What follows belongs to an exercise in optimizing a design on an open flow for small area, a short achievable clock period and few clock cycles per item; a production flow would make more cautious choices.
The RTL was checked by simulation tests, not by an equivalence proof against the original design.

==> flow/config.mk <==
export PLATFORM = sky130hd
export DESIGN_NAME = frame_decoder
export DESIGN_NICKNAME = frame_decoder
export VERILOG_FILES = /design/flow/design.v
export SDC_FILE = /design/flow/constraint.sdc
export NUM_CORES = 4
export LEC_CHECK = 0
export CAP_MARGIN = 40
export CORE_MARGIN = 2
export CORE_UTILIZATION = 40
export SLEW_MARGIN = 40
==> flow/constraint.sdc <==
create_clock -name core_clock -period 12.0 [get_ports {clk}]
set_input_delay 2.4000 -clock core_clock [delete_from_list [all_inputs] [get_ports {clk}]]
set_output_delay 2.4000 -clock core_clock [all_outputs]
set_load 0.01 [all_outputs]
==> flow/design.v <==
module crc64_nvme_byte (
    input  wire [63:0] crc_in,
    input  wire [7:0]  data,
    output wire [63:0] crc_out
);
    localparam [63:0] POLY_R = 64'h9A6C9329AC4BC9B5;
    reg [63:0] c;
    integer i;
    always @(*) begin
        c = crc_in ^ {56'd0, data};
        for (i = 0; i < 8; i = i + 1)
            c = c[0] ? ((c >> 1) ^ POLY_R) : (c >> 1);
    end
    assign crc_out = c;
endmodule
module frame_decoder (
    input  wire        clk,
    input  wire        rst,           
    input  wire        cmd_valid,
    output wire        cmd_ready,
    input  wire [2:0]  cmd_op,
    input  wire [63:0] cmd_arg,
    output reg         rsp_valid,
    output reg  [7:0]  rsp_status,
    output reg  [7:0]  rsp_cause,
    output reg  [63:0] rsp_result,
    input  wire        in_valid,
    output wire        in_ready,
    input  wire [7:0]  in_data,
    output wire        out_valid,
    input  wire        out_ready,
    output wire [7:0]  out_data
);
    localparam [2:0] OP_INIT     = 3'd0;
    localparam [2:0] OP_GET_LCS  = 3'd1;
    localparam [2:0] OP_GET_OFF  = 3'd2;
    localparam [2:0] OP_RESET    = 3'd3;
    localparam [2:0] OP_FINALIZE = 3'd4;
    localparam [7:0] ST_OK              = 8'd0;
    localparam [7:0] ST_INCOMPLETE      = 8'd3;
    localparam [7:0] ST_ILLEGAL         = 8'd5;
    localparam [7:0] ST_NOT_CONSTRUCTED = 8'd6;
    localparam [7:0] ST_FAULTED         = 8'd7;
    localparam [7:0] C_BAD_VERSION     = 8'h11;
    localparam [7:0] C_LENGTH_MISMATCH = 8'h12;
    localparam [7:0] C_BAD_FLAGS       = 8'h13;
    localparam [7:0] C_ZERO_SEGMENTS   = 8'h14;
    localparam [7:0] C_SEQUENCE        = 8'h15;
    localparam [7:0] C_CONTENT_OVERRUN = 8'h16;
    localparam [7:0] C_PAST_END        = 8'h17;
    localparam [7:0] C_FINAL_OFFSET    = 8'h18;
    localparam [7:0] C_SEGMENT_CRC     = 8'h20;
    localparam [7:0] C_MESSAGE_CRC     = 8'h21;
    localparam [7:0] C_INCOMPLETE      = 8'h30;
    localparam [7:0] C_UNKNOWN_OPCODE  = 8'h50;
    localparam [7:0] C_NOT_CONSTRUCTED = 8'h60;
    localparam [2:0] R_INIT  = 3'd0;
    localparam [2:0] R_SHDR  = 3'd1;
    localparam [2:0] R_CONT  = 3'd2;
    localparam [2:0] R_SFTR  = 3'd3;
    localparam [2:0] R_MFTR  = 3'd4;
    localparam [2:0] R_FREAD = 3'd5;
    localparam [2:0] R_DONE  = 3'd6;
    reg        valid;
    reg        fault;
    reg [7:0]  fcause;
    reg [2:0]  region;
    reg [63:0] expected;
    reg [63:0] msg_len;
    reg        crc_on;
    reg [15:0] seg_count;
    reg [63:0] offset;
    reg [15:0] seg_num;
    reg [63:0] seg_len;
    reg [63:0] seg_off;
    reg [63:0] seg_crc;       
    reg [63:0] msg_crc;
    reg [63:0] boundary;
    reg [15:0] b_seg_num;
    reg [63:0] b_msg_crc;
    reg [95:0]  hbuf;         
    reg [3:0]   hcnt;
    wire framing   = (region == R_INIT) || (region == R_SHDR) ||
                     (region == R_SFTR) || (region == R_MFTR);
    wire running   = valid && !fault;
    assign in_ready  = running && (framing || (region == R_CONT && out_ready));
    assign out_valid = running && (region == R_CONT) && in_valid;
    assign out_data  = in_data;
    assign cmd_ready = 1'b1;
    wire take     = in_valid && in_ready;
    wire cmd_fire = cmd_valid && cmd_ready;
    wire [103:0] hnext = {in_data, hbuf};
    wire [7:0]  h_version = hnext[7:0];
    wire [63:0] h_len     = hnext[71:8];
    wire [15:0] h_flags   = hnext[87:72];
    wire [15:0] h_count   = hnext[103:88];
    wire [15:0] s_num     = hnext[39:24];
    wire [63:0] s_len     = hnext[103:40];
    wire [63:0] f_value   = hnext[103:40];
    wire [63:0] seg_crc_next, msg_crc_next;
    crc64_nvme_byte u_seg_crc (.crc_in(seg_crc), .data(in_data), .crc_out(seg_crc_next));
    crc64_nvme_byte u_msg_crc (.crc_in(msg_crc), .data(in_data), .crc_out(msg_crc_next));
    wire [64:0] off_p1   = {1'b0, offset} + 65'd1;
    wire [64:0] off_p8   = {1'b0, offset} + 65'd8;
    wire [64:0] off_p10  = {1'b0, offset} + 65'd10;
    wire [64:0] off_p18  = {1'b0, offset} + 65'd18;
    wire [64:0] off_p20  = {1'b0, offset} + 65'd20;
    wire [64:0] off_p16  = {1'b0, offset} + 65'd16;
    wire [64:0] off_p9   = {1'b0, offset} + 65'd9;
    wire [64:0] mlen65   = {1'b0, msg_len};
    always @(posedge clk) begin
        rsp_valid <= 1'b0;
        if (rst) begin
            valid <= 1'b0;
            fault <= 1'b0;
        end else if (cmd_fire) begin
            rsp_valid  <= 1'b1;
            rsp_status <= ST_OK;
            rsp_cause  <= 8'd0;
            rsp_result <= 64'd0;
            if (cmd_op > OP_FINALIZE) begin
                rsp_status <= ST_ILLEGAL;
                rsp_cause  <= C_UNKNOWN_OPCODE;
            end else if (cmd_op == OP_INIT) begin
                valid     <= 1'b1;
                fault     <= 1'b0;
                fcause    <= 8'd0;
                expected  <= cmd_arg;
                region    <= R_INIT;
                msg_len   <= 64'd0;
                crc_on    <= 1'b0;
                seg_count <= 16'd0;
                offset    <= 64'd0;
                seg_num   <= 16'd0;
                seg_len   <= 64'd0;
                seg_off   <= 64'd0;
                seg_crc   <= {64{1'b1}};
                msg_crc   <= {64{1'b1}};
                boundary  <= 64'd0;
                b_seg_num <= 16'd0;
                b_msg_crc <= {64{1'b1}};
                hcnt      <= 4'd0;
            end else if (!valid) begin
                rsp_status <= ST_NOT_CONSTRUCTED;
                rsp_cause  <= C_NOT_CONSTRUCTED;
            end else if (cmd_op == OP_GET_LCS) begin
                rsp_result <= boundary;
            end else if (cmd_op == OP_GET_OFF) begin
                rsp_result <= offset;
            end else if (fault) begin
                rsp_status <= ST_FAULTED;
                rsp_cause  <= fcause;
            end else if (cmd_op == OP_RESET) begin
                hcnt    <= 4'd0;
                seg_crc <= {64{1'b1}};
                seg_len <= 64'd0;
                seg_off <= 64'd0;
                if (boundary == 64'd0) begin
                    region     <= R_INIT;
                    msg_len    <= 64'd0;
                    crc_on     <= 1'b0;
                    seg_count  <= 16'd0;
                    offset     <= 64'd0;
                    seg_num    <= 16'd0;
                    msg_crc    <= {64{1'b1}};
                    rsp_result <= 64'd0;
                end else begin
                    offset     <= boundary;
                    seg_num    <= b_seg_num;
                    msg_crc    <= b_msg_crc;
                    rsp_result <= boundary;
                    if (b_seg_num < seg_count) region <= R_SHDR;
                    else if (crc_on)           region <= R_MFTR;
                    else                       region <= R_FREAD;
                end
            end else begin  
                rsp_result <= offset;
                if (region == R_FREAD || region == R_DONE) begin
                    region <= R_DONE;
                end else begin
                    rsp_status <= ST_INCOMPLETE;
                    rsp_cause  <= C_INCOMPLETE;
                end
            end
        end else if (take) begin
            hbuf <= hnext[103:8];
            hcnt <= hcnt + 4'd1;
            case (region)
                R_INIT: if (hcnt == 4'd12) begin
                    hcnt <= 4'd0;
                    if (h_version != 8'd1) begin
                        fault <= 1'b1; fcause <= C_BAD_VERSION;
                    end else if (h_len != expected) begin
                        fault <= 1'b1; fcause <= C_LENGTH_MISMATCH;
                    end else if (h_flags > 16'd1) begin
                        fault <= 1'b1; fcause <= C_BAD_FLAGS;
                    end else if (h_count == 16'd0) begin
                        fault <= 1'b1; fcause <= C_ZERO_SEGMENTS;
                    end else if (h_len < 64'd13) begin
                        fault <= 1'b1; fcause <= C_PAST_END;
                    end else begin
                        msg_len   <= h_len;
                        crc_on    <= h_flags[0];
                        seg_count <= h_count;
                        offset    <= 64'd13;
                        seg_num   <= 16'd0;
                        region    <= R_SHDR;
                        if (64'd23 > h_len) begin
                            fault <= 1'b1; fcause <= C_PAST_END;
                        end
                    end
                end
                R_SHDR: if (hcnt == 4'd9) begin
                    hcnt <= 4'd0;
                    if (s_num != seg_num + 16'd1) begin
                        fault <= 1'b1; fcause <= C_SEQUENCE;
                    end else if ({1'b0, s_len} > mlen65 - off_p10) begin
                        fault <= 1'b1; fcause <= C_CONTENT_OVERRUN;
                    end else begin
                        offset  <= off_p10[63:0];
                        seg_num <= s_num;
                        seg_len <= s_len;
                        seg_off <= 64'd0;
                        seg_crc <= {64{1'b1}};
                        if (s_len != 64'd0) begin
                            region <= R_CONT;
                        end else if (crc_on) begin
                            region <= R_SFTR;
                            if (off_p18 > mlen65) begin
                                fault <= 1'b1; fcause <= C_PAST_END;
                            end
                        end else begin
                            boundary  <= off_p10[63:0];
                            b_seg_num <= s_num;
                            b_msg_crc <= msg_crc;
                            if (s_num == seg_count) begin
                                region <= R_MFTR;
                                if (off_p10 != mlen65) begin
                                    fault <= 1'b1; fcause <= C_FINAL_OFFSET;
                                end else begin
                                    region <= R_FREAD;
                                end
                            end else begin
                                region <= R_SHDR;
                                if (off_p20 > mlen65) begin
                                    fault <= 1'b1; fcause <= C_PAST_END;
                                end
                            end
                        end
                    end
                end
                R_CONT: begin
                    hcnt    <= 4'd0;
                    offset  <= off_p1[63:0];
                    seg_off <= seg_off + 64'd1;
                    if (crc_on) begin
                        seg_crc <= seg_crc_next;
                        msg_crc <= msg_crc_next;
                    end
                    if (seg_off + 64'd1 == seg_len) begin
                        if (crc_on) begin
                            region <= R_SFTR;
                            if (off_p9 > mlen65) begin
                                fault <= 1'b1; fcause <= C_PAST_END;
                            end
                        end else begin
                            boundary  <= off_p1[63:0];
                            b_seg_num <= seg_num;
                            b_msg_crc <= msg_crc;
                            if (seg_num == seg_count) begin
                                region <= R_MFTR;
                                if (off_p1 != mlen65) begin
                                    fault <= 1'b1; fcause <= C_FINAL_OFFSET;
                                end else begin
                                    region <= R_FREAD;
                                end
                            end else begin
                                region <= R_SHDR;
                                if (off_p1 + 65'd10 > mlen65) begin
                                    fault <= 1'b1; fcause <= C_PAST_END;
                                end
                            end
                        end
                    end
                end
                R_SFTR: if (hcnt == 4'd7) begin
                    hcnt <= 4'd0;
                    if (f_value != ~seg_crc) begin
                        fault <= 1'b1; fcause <= C_SEGMENT_CRC;
                    end else begin
                        offset    <= off_p8[63:0];
                        boundary  <= off_p8[63:0];
                        b_seg_num <= seg_num;
                        b_msg_crc <= msg_crc;
                        if (seg_num == seg_count) begin
                            region <= R_MFTR;
                            if (off_p16 > mlen65) begin
                                fault <= 1'b1; fcause <= C_PAST_END;
                            end
                        end else begin
                            region <= R_SHDR;
                            if (off_p18 > mlen65) begin
                                fault <= 1'b1; fcause <= C_PAST_END;
                            end
                        end
                    end
                end
                R_MFTR: if (hcnt == 4'd7) begin
                    hcnt <= 4'd0;
                    if (f_value != ~msg_crc) begin
                        fault <= 1'b1; fcause <= C_MESSAGE_CRC;
                    end else begin
                        offset <= off_p8[63:0];
                        if (off_p8 != mlen65) begin
                            fault <= 1'b1; fcause <= C_FINAL_OFFSET;
                        end else begin
                            region <= R_FREAD;
                        end
                    end
                end
                default: ;
            endcase
        end
    end
endmodule
==> flow/run.sh <==
#!/bin/bash
# synth_recipe.tcl (not shown) runs the flow's synth.tcl, then flattens the netlist and writes it again
# the make line also repeats each setting of config.mk as NAME=value (left out here)
make -C /OpenROAD-flow-scripts/flow DESIGN_CONFIG=/design/flow/config.mk WORK_HOME=/design/flow/orfs CLKGATE_MAP_FILE= SYNTH_SCRIPT=/design/flow/synth_recipe.tcl finish
==> impl_metrics.toml <==
[yosys]
synth_edf_count = 811
synthFlopType = "edfxtp_1"
synth_top_family_by_area = "simple AND/OR/NAND/NOR gates"
synth_seq_area_share_pct = 35.5
synth_adder_area_share_pct = 8.66
syn_inst = 7663
synth_xor_area_share_pct = 17.4
synthMuxAreaShare_pct = 0.456
yosysWarningCount = 2
async_reset_ff_share_pct = 0
yosys.area_share.simple_pct = 19.8
ys_ff_latch = 814
synth_cell_type_count = 104
postSynthAreaPerCell_um2 = 8.98
synth_compound_area_share_pct = 14.1
synth_area_um2 = 68800

[clocking]
post-cts-setup-buffer-count = 0
path_clk_slew_ns = 0.06
cts.path.max_buffers = 3
root_buffer = "clkbuf_16"
cts_max_level = 3
clock-sinks = 814
ctsResizeCount = 0
cts_buffers = 94
cts_tree = "done"
cts_hold_buffers = 0
insertion_delay_ns = 0.80

[placement]
io_buffers = 165
dpl.cell_count = 10051
dpl_cell_area_um2 = 75000
dpl.hpwl_mm = 332
gp_congestion = 1.16
pre_cts_ws_ns = 1.72

[detailed_routing]
wl_mm = 425
vias = 67907
drc = 0
viasPerCell = 6.62
firstDrtPassIters = 7
ant_nets = 0
drtIter0Drc = 11266
avgRoutedWirePerCell_um = 41.4

[sta]
worst_pin_slew_ns = 1.14
slew_headroom_pct = 23.3
rsz0062_at_grt = "no"
fin_tns_setup_ns = 0
fin_skew_ns = 0.0490
fin_crit_ns = 10.56
setup_viol = 0
finalHoldViolations = 0
drv_slew = 0
clock.fmax_mhz = 94.7
period_share_pct = 88.0
worst_slack_ns = 1.44

[global_route]
grt_max_degree = 81
grt_pass1_vias = 63079
grt_pass1_wl_mm = 560
grt.overflow.total = 0
top_usage_layer = "met2"
antenna_found_initial = 39
grt_use_met2_pct = 69.3
grt.met3_usage_pct = 10.0
met1_usage_pct = 58.3
grt_usage_pct = 47.2

[floorplanning]
die_w_um = 419
io_pins = 172
fp-row-count = 152
dieArea_um2 = 175000
coreArea_um2 = 171000
chipHeight_um = 419
initial_core_util_pct = 40.2

[pwr]
cellLeakagePower_nw = 28.5
power.density_nw_per_um2 = 98.3
power.total_w = 0.00771
ir_drop_v = 0.000158

[final_layout]
stdcell_count = 10253
nFillCells = 16542
area_growth_pct = 14.0
design_area_um2 = 78400
nNetsFinal = 8393
drive_gt1_share_pct = 9.17

[setup_path]
critPathLaunchType = "register"
crit_type = "register to register"
cp_slowest_cell = "a21oi_2"
max_stage_delay_ns = 0.72
cp.arrival_ns = 11.01
crit_fanout = 25
cp-startpoint = "offset[2]"
cp_data_required_time_ns = 12.45
cp-end-kind = "register"
regToRegStartpoint = "offset[2]"

[worst_hold_path]
hp-start = "b_msg_crc[26]"
hp-class = "register to register"

[status]
status = "timing/DRC/antenna clean"

[flow_run]
cap_violations = 0
final cells by class:
| class | instances | area (um2) | share of cell area (%) |
|---|---|---|---|
| clock inverter | 63 | 820 | 1.04 |
| antenna | 22 | 55.1 | 0.0702 |
| inverter | 253 | 955 | 1.22 |
| tap | 2310 | 2890 | 3.68 |
| timing repair buffer | 534 | 4570 | 5.83 |
| sequential | 814 | 24400 | 31.1 |
| clock buffer | 113 | 2440 | 3.11 |
| multi-input combinational | 6144 | 42300 | 53.9 |
cell usage after synthesis, types with 10 or more instances:
cell | number | area, um2
a22oi_1 | 98 | 736
nand2b_1 | 51 | 319
nor4_2 | 14 | 175
o2111ai_1 | 19 | 166
nor2_1 | 849 | 3190
or2_2 | 25 | 156
o21bai_1 | 16 | 120
a31oi_1 | 20 | 125
inv_1 | 241 | 905
xnor2_1 | 739 | 6470
nor3_1 | 165 | 826
a21o_1 | 166 | 1250
a21oi_1 | 488 | 2440
xnor3_1 | 32 | 721
o22ai_1 | 77 | 482
and4_1 | 42 | 368
a221oi_1 | 13 | 114
o21ai_0 | 371 | 1860
and2_1 | 39 | 244
nand3_1 | 243 | 1220
o31a_1 | 10 | 87.6
xor2_1 | 513 | 4490
a22o_1 | 16 | 140
a2111oi_0 | 13 | 114
ha_1 | 471 | 5890
a211oi_1 | 74 | 556
o211ai_1 | 23 | 173
buf_2 | 52 | 260
nand4_1 | 211 | 1320
or3_1 | 31 | 194
buf_4 | 17 | 128
a21boi_0 | 11 | 82.6
nand2_1 | 625 | 2350
nor4_1 | 179 | 1120
and3_1 | 47 | 294
o21a_1 | 34 | 255
nor2b_1 | 143 | 895
o31ai_1 | 19 | 143
mux2i_1 | 28 | 280
clkbuf_1 | 331 | 1240
or4_1 | 26 | 195
edfxtp_1 | 811 | 24400
nor3b_1 | 15 | 113
buf_1 | 54 | 203
o221ai_1 | 10 | 87.6
cells in the final DEF, fill, tap and decap left out, types with 19 or more instances in the layout:
master	count
clkdlybuf4s50_1	159
xor2_1	510
a211oi_1	70
nor3_1	152
nand2b_1	47
a22oi_1	98
buf_4	345
nor2b_1	139
clkbuf_16	94
nor2_1	836
nor4_1	156
o2111ai_1	19
diode_2	22
o21a_1	34
or4_1	25
o21ai_0	368
nand4_1	211
nand2_1	621
edfxtp_1	811
ha_1	471
and3_1	47
a21o_1	166
or2_2	25
inv_1	240
and4_1	42
o211ai_1	23
and2_1	39
xnor2_1	729
mux2i_1	28
or3_1	30
o22ai_1	77
xnor3_1	32
nor4_2	31
a21oi_1	481
nand3_1	241
stage by stage:
step	hold WS [ns]	util [%]
3_5_place_dp	0.557	43.8
3_3_place_gp	0.539	43.5
2_1_floorplan	0.424	-
4_1_cts	0.576	45.7
5_1_grt	0.586	45.8
6_report	0.574	45.8
state kept, by name, indices dropped and copies added, names as in the netlist, 3 cells and up:
name	flops
rsp_cause	8
hcnt	4
seg_crc	64
expected	64
boundary	64
msg_crc	64
seg_off	64
rsp_status	3
msg_len	64
seg_num	16
region	3
fcause	8
b_msg_crc	64
seg_len	64
rsp_result	64
hbuf	96
seg_count	16
b_seg_num	16
offset	64
layer usage:
metal	routed length (um)	up-vias	share of wire [%]
li1	-	27986	-
met1	158000	33377	37
met2	177000	5137	42
met3	43400	1383	10
met4	45800	24	11
met5	270	-	0.064
kinds of logic (layout without fill, tap and decap cells):
logic type / after synthesis / in the layout
XOR/XNOR: 1300 / 1300
multiplexers: 31 / 31
flip-flops: 814 / 814
AO/OA/AOI/OAI: 1560 / 1560
AND/OR/NAND/NOR: 2770 / 2770
adder cells (fa/ha/maj): 477 / 477
other: 2 / 28
buffers and inverters: 709 / 963
report_power, final:
part | switching, W | total, W | internal [W]
clock | 0.00138 | 0.00316 | 0.00177
sequential | 0.0000580 | 0.00324 | 0.00318
combinational | 0.000838 | 0.00131 | 0.000474
critical path, delay by kind of cell, from the launching register on:
kind | cells | cell delay, ns
AO/OA/AOI/OAI | 16 | 4.34
flip-flops | 1 | 0.61
XOR/XNOR | 2 | 0.67
adder cells (fa/ha/maj) | 4 | 1.48
AND/OR/NAND/NOR | 10 | 2.55
buffers and inverters | 2 | 0.51
worst paths after layout:
| check | cells past startpoint | end | slack, ns |
|---|---|---|---|
| min reg2reg | 2 | b_msg_crc[26] | 0.57 |
| min | 2 | b_msg_crc[26] | 0.57 |
| max | 34 | offset[60] | 1.44 |
| max reg2reg | 34 | offset[60] | 1.44 |
Testbench counts, summed over its fixed seeds: cycles 55,012, items 54,500.

[separate check: timing with driven ports]
Ports are ideal in the flow. The routed layout listed here was re-timed in OpenROAD.
Step 1 assumes that a clkbuf_16 drives the clock port and a buf_2 every other input.
Step 2 moves the port delays by t, midway between the first and last clock arrival at a register: inputs arrive t later, outputs are due t later. That takes back most of the time a late clock gives input paths.
a / b / c = no drivers / after step 1 / after step 2; a / b = the first two.
t (ns): 0.873
setup WS [ns]: 1.441 / 1.441 / 1.441
worst slew at a driven data input, ns: 0.12
After both steps this run still meets setup and hold. For this run, drivers alone change the setup slack by 0.000 ns; drivers and shift together by 0.000 ns.
